Source: an optimization exercise on an open RTL-to-GDS flow (aim: small area, a short achievable clock period and few clock cycles per item). Production flows keep margins and buffers that such runs may drop.
Where RTL was checked, it was by simulation tests only, not by an equivalence proof against the original.

==> inputs of v21 <==
Design rg_sweep, start of the top module:
module rg_sweep (
    input  wire        clk,
    input  wire        rst,
    input  wire [31:0] cfg_b,
    input  wire [31:0] cfg_b1,
    input  wire [31:0] cfg_b2,
    input  wire [31:0] cfg_b3,
    input  wire        cfg_pass,
    input  wire        in_valid,
    input  wire        in_first,
    input  wire [31:0] in_data,
    output wire        in_ready,
    output reg         out_valid,
    output reg  [31:0] out_data
);
    localparam [2:0] S_IDLE = 3'd0,
                     S_M0   = 3'd1,
                     S_M1   = 3'd2,
                     S_A1   = 3'd3,
                     S_A2   = 3'd4,
                     S_A3   = 3'd5;
    reg [2:0]  state;
    reg [31:0] b, b1, b2, b3;      
    reg [31:0] x;                  
    reg [31:0] h1, h2, h3;         
    reg        first_q;            
    reg [31:0] prod;
    reg [31:0] acc;
    assign in_ready = (state == S_IDLE);
    wire accept = in_valid && in_ready;
    reg [31:0] mul_a, mul_b;
    wire [31:0] mul_y;
    always @(*) begin
        case (state)
            S_M0:    begin mul_a = b;  mul_b = x;  end
            S_M1:    begin mul_a = b1; mul_b = h1; end
  ...
==> module rg_sweep, before the edit <==
module rg_sweep (
    input  wire        clk,
    input  wire        rst,
    input  wire [31:0] cfg_b,
    input  wire [31:0] cfg_b1,
    input  wire [31:0] cfg_b2,
    input  wire [31:0] cfg_b3,
    input  wire        cfg_pass,
    input  wire        in_valid,
    input  wire        in_first,
    input  wire [31:0] in_data,
    output wire        in_ready,
    output reg         out_valid,
    output reg  [31:0] out_data
);
    localparam [2:0] S_IDLE = 3'd0,
                     S_M0   = 3'd1,
                     S_M1   = 3'd2,
                     S_A1   = 3'd3,
                     S_A2   = 3'd4,
                     S_A3   = 3'd5;
    reg [2:0]  state;
    reg [31:0] b, b1, b2, b3;      
    reg [31:0] x;                  
    reg [31:0] h1, h2, h3;         
    reg        first_q;            
    reg [31:0] prod;
    reg [31:0] acc;
    assign in_ready = (state == S_IDLE);
    wire accept = in_valid && in_ready;
    reg [31:0] mul_a, mul_b;
    wire [31:0] mul_y;
    always @(*) begin
        case (state)
            S_M0:    begin mul_a = b;  mul_b = x;  end
            S_M1:    begin mul_a = b1; mul_b = h1; end
            S_A1:    begin mul_a = b2; mul_b = h2; end
            default: begin mul_a = b3; mul_b = h3; end
        endcase
    end
    rg_fmul u_mul (.a(mul_a), .b(mul_b), .y(mul_y));
    wire [31:0] add_y;
    rg_fadd u_add (.a(acc), .b(prod), .y(add_y));
    always @(posedge clk) begin
        if (rst) begin
            state     <= S_IDLE;
            out_valid <= 1'b0;
        end else begin
            out_valid <= 1'b0;
            case (state)
                S_IDLE: begin
                    if (accept) begin
                        x       <= in_data;
                        first_q <= in_first;
                        if (in_first) begin
                            b  <= cfg_b;
                            b1 <= cfg_b1;
                            b2 <= cfg_b2;
                            b3 <= cfg_b3;
                            h1 <= in_data;
                            h2 <= in_data;
                            h3 <= in_data;
                        end
                        if (in_first && cfg_pass) begin
                            out_data  <= in_data;
                            out_valid <= 1'b1;
                        end else begin
                            state <= S_M0;
                        end
                    end
                end
                S_M0: begin
                    prod  <= mul_y;
                    state <= S_M1;
                end
                S_M1: begin
                    acc   <= prod;
                    prod  <= mul_y;
                    state <= S_A1;
                end
                S_A1: begin
                    acc   <= add_y;
                    prod  <= mul_y;
                    state <= S_A2;
                end
                S_A2: begin
                    acc   <= add_y;
                    prod  <= mul_y;
                    state <= S_A3;
                end
                S_A3: begin
                    out_data  <= add_y;
                    out_valid <= 1'b1;
                    if (first_q) begin
                        h1 <= add_y;
                        h2 <= add_y;
                        h3 <= add_y;
                    end else begin
                        h1 <= add_y;
                        h2 <= h1;
                        h3 <= h2;
                    end
                    state <= S_IDLE;
                end
                default: state <= S_IDLE;
            endcase
        end
    end
endmodule
Settings: LEC_CHECK=0, CAP_MARGIN=20, CORE_MARGIN=2, CORE_UTILIZATION=40, PLACE_DENSITY=0.6, SLEW_MARGIN=20; clock period 20.0 ns.
run.sh (not shown) runs the stock make flow with config.mk's settings and CLKGATE_MAP_FILE= SYNTH_SCRIPT=/design/flow/synth_recipe.tcl, a recipe that flattens the netlist after the stock synthesis.
==> inputs of v22, as changes to v21 <==
--- a/flow/design.v
+++ b/flow/design.v
@@ -163,22 +163,25 @@
     input  wire        in_first,
     input  wire [31:0] in_data,
-    output wire        in_ready,
+    output reg         in_ready,
     output reg         out_valid,
     output reg  [31:0] out_data
 );
     localparam [2:0] S_IDLE = 3'd0,
-                     S_M0   = 3'd1,
-                     S_M1   = 3'd2,
-                     S_A1   = 3'd3,
-                     S_A2   = 3'd4,
-                     S_A3   = 3'd5;
+                     S_PASS = 3'd1,
+                     S_MX   = 3'd2,
+                     S_C0   = 3'd3,
+                     S_C1   = 3'd4,
+                     S_C2   = 3'd5,
+                     S_C3   = 3'd6;
     reg [2:0]  state;
     reg [31:0] b, b1, b2, b3;      
     reg [31:0] x;                  
-    reg [31:0] h1, h2, h3;         
+    reg        x_full;             
+    reg        x_first;            
+    reg        x_pass;             
+    reg [31:0] h2, h3;             
     reg        first_q;            
     reg [31:0] prod;
     reg [31:0] acc;
-    assign in_ready = (state == S_IDLE);
     wire accept = in_valid && in_ready;
     reg [31:0] mul_a, mul_b;
@@ -186,8 +189,8 @@
     always @(*) begin
         case (state)
-            S_M0:    begin mul_a = b;  mul_b = x;  end
-            S_M1:    begin mul_a = b1; mul_b = h1; end
-            S_A1:    begin mul_a = b2; mul_b = h2; end
-            default: begin mul_a = b3; mul_b = h3; end
+            S_C0:    begin mul_a = b1; mul_b = first_q ? h2 : out_data; end
+            S_C1:    begin mul_a = b2; mul_b = h2; end
+            S_C2:    begin mul_a = b3; mul_b = h3; end
+            default: begin mul_a = b;  mul_b = x;  end
         endcase
     end
@@ -195,66 +198,99 @@
     wire [31:0] add_y;
     rg_fadd u_add (.a(acc), .b(prod), .y(add_y));
+    reg [2:0] nstate;
+    always @(*) begin
+        nstate = state;
+        case (state)
+            S_IDLE, S_PASS: begin
+                if (accept)
+                    nstate = (in_first && cfg_pass) ? S_PASS : S_MX;
+                else
+                    nstate = S_IDLE;
+            end
+            S_MX:  nstate = S_C0;
+            S_C0:  nstate = S_C1;
+            S_C1:  nstate = S_C2;
+            S_C2:  nstate = S_C3;
+            S_C3: begin
+                if (!x_full)
+                    nstate = S_IDLE;
+                else if (x_pass)
+                    nstate = S_PASS;
+                else
+                    nstate = S_C0;
+            end
+            default: nstate = S_IDLE;
+        endcase
+    end
     always @(posedge clk) begin
         if (rst) begin
             state     <= S_IDLE;
             out_valid <= 1'b0;
-        end else begin
+            in_ready  <= 1'b1;
+            x_full    <= 1'b0;
+        end else begin
+            state     <= nstate;
             out_valid <= 1'b0;
+            in_ready  <= (nstate == S_IDLE) || (nstate == S_PASS) || (nstate == S_C2);
+            if (accept) begin
+                x       <= in_data;
+                x_first <= in_first;
+                x_pass  <= in_first && cfg_pass;
+                if (in_first) begin
+                    b  <= cfg_b;
+                    b1 <= cfg_b1;
+                    b2 <= cfg_b2;
+                    b3 <= cfg_b3;
+                end
+            end
             case (state)
-                S_IDLE: begin
-                    if (accept) begin
-                        x       <= in_data;
-                        first_q <= in_first;
-                        if (in_first) begin
-                            b  <= cfg_b;
-                            b1 <= cfg_b1;
-                            b2 <= cfg_b2;
-                            b3 <= cfg_b3;
-                            h1 <= in_data;
-                            h2 <= in_data;
-                            h3 <= in_data;
-                        end
-                        if (in_first && cfg_pass) begin
-                            out_data  <= in_data;
-                            out_valid <= 1'b1;
-                        end else begin
-                            state <= S_M0;
-                        end
+                S_IDLE, S_PASS: begin
+                    if (state == S_PASS) begin
+                        out_data  <= x;
+                        out_valid <= 1'b1;
+                        h2        <= x;
+                        h3        <= x;
                     end
-                end
-                S_M0: begin
-                    prod  <= mul_y;
-                    state <= S_M1;
-                end
-                S_M1: begin
-                    acc   <= prod;
-                    prod  <= mul_y;
-                    state <= S_A1;
-                end
-                S_A1: begin
-                    acc   <= add_y;
-                    prod  <= mul_y;
-                    state <= S_A2;
-                end
-                S_A2: begin
-                    acc   <= add_y;
-                    prod  <= mul_y;
-                    state <= S_A3;
-                end
-                S_A3: begin
+                    x_full <= accept;
+                    if (accept && in_first) begin
+                        h2 <= in_data;
+                        h3 <= in_data;
+                    end
+                end
+                S_MX: begin
+                    acc     <= mul_y;
+                    first_q <= x_first;
+                    x_full  <= 1'b0;
+                end
+                S_C0: begin
+                    prod <= mul_y;
+                end
+                S_C1: begin
+                    acc  <= add_y;
+                    prod <= mul_y;
+                end
+                S_C2: begin
+                    acc    <= add_y;
+                    prod   <= mul_y;
+                    x_full <= accept;
+                end
+                S_C3: begin
                     out_data  <= add_y;
                     out_valid <= 1'b1;
-                    if (first_q) begin
-                        h1 <= add_y;
+                    acc       <= mul_y;
+                    first_q   <= x_first;
+                    if (x_full && x_first) begin
+                        h2 <= x;
+                        h3 <= x;
+                    end else if (first_q) begin
                         h2 <= add_y;
                         h3 <= add_y;
                     end else begin
-                        h1 <= add_y;
-                        h2 <= h1;
+                        h2 <= out_data;
                         h3 <= h2;
                     end
-                    state <= S_IDLE;
-                end
-                default: state <= S_IDLE;
+                    if (!x_pass) x_full <= 1'b0;
+                end
+                default: ;
             endcase
         end
==> flow_summary.toml <==
[logic_synthesis]
synth.most_common_cell = "nor2_1"
syn_area_mm2 = 0.0568
synth_fa_ha_area_share_pct = 23.9

[run_status]
outcome = "finished clean"

[critical_path]
r2r-end = "acc[0]"
worstPathArrival_ps = 19390

[final_layout]
buffers = 640

[worst_hold_path]
holdPathEnd = "first_q"

[timing]
period_share_pct = 95.0

[drt]
route.met3.wl_mm = 29.6
Source of the figures above: v22

==> flow_summary.toml <==
[logic_synthesis]
synth_fa_ha_area_share_pct = 23.4
synth.most_common_cell = "nand2_1"
synth-warning-count = 3

[drt]
wirelength_met1_mm = 103
wl_met2_mm = 103
route.met3.wl_mm = 23.3
top_layer = "met4"

[final_layout]
buffers = 439
clock_cell_area_share_pct = 2.08
layout_commonest_cell = "nand2_1"

[global_routing]
gr-usage-met3_pct = 4.65
grt_start_max_net_pins = 82

[run_status]
outcome = "finished clean"

[timing]
worst_clock_skew_ps = 55.4
period_share_pct = 94.8

[critical_path]
worstPathArrival_ps = 19240
r2r-end = "h1[22]"

[worst_hold_path]
min_path_type = "register to register"
holdPathEnd = "h3[18]"
Source of the figures above: v21

Testbench counts of v22, summed over its fixed seeds: cycles 30,984, items 7,775.
The RTL of v21 was laid out without a check of its function.

[separate check: timing with driven ports]
The flow's constraints put no driver on any port. The routed layouts listed below were extracted and timed again, unchanged, in two steps.
Step 1, drivers: a clkbuf_16 drives clk and a buf_2 each remaining input, both assumed.
Step 2 adds t to the input delays and takes it off the output delays; t is the mean of the earliest and latest rising clock arrival at the registers after step 1. Input paths then give back, and output paths get back, about the clock's delay inside the block.
Slacks: no drivers / after step 1 / after step 2; pairs: no drivers / after step 1.
run | t (ns) | setup slack, ns | worst setup path after step 2 | slew at the worst register clock pin (ns)
v21 | 0.655 | 1.031 / 1.031 / 1.031 | register to register | 0.07 / 0.07
v22 | 0.664 | 0.993 / 0.993 / 0.993 | register to register | 0.10 / 0.10
After both steps setup and hold are still met in every run listed.
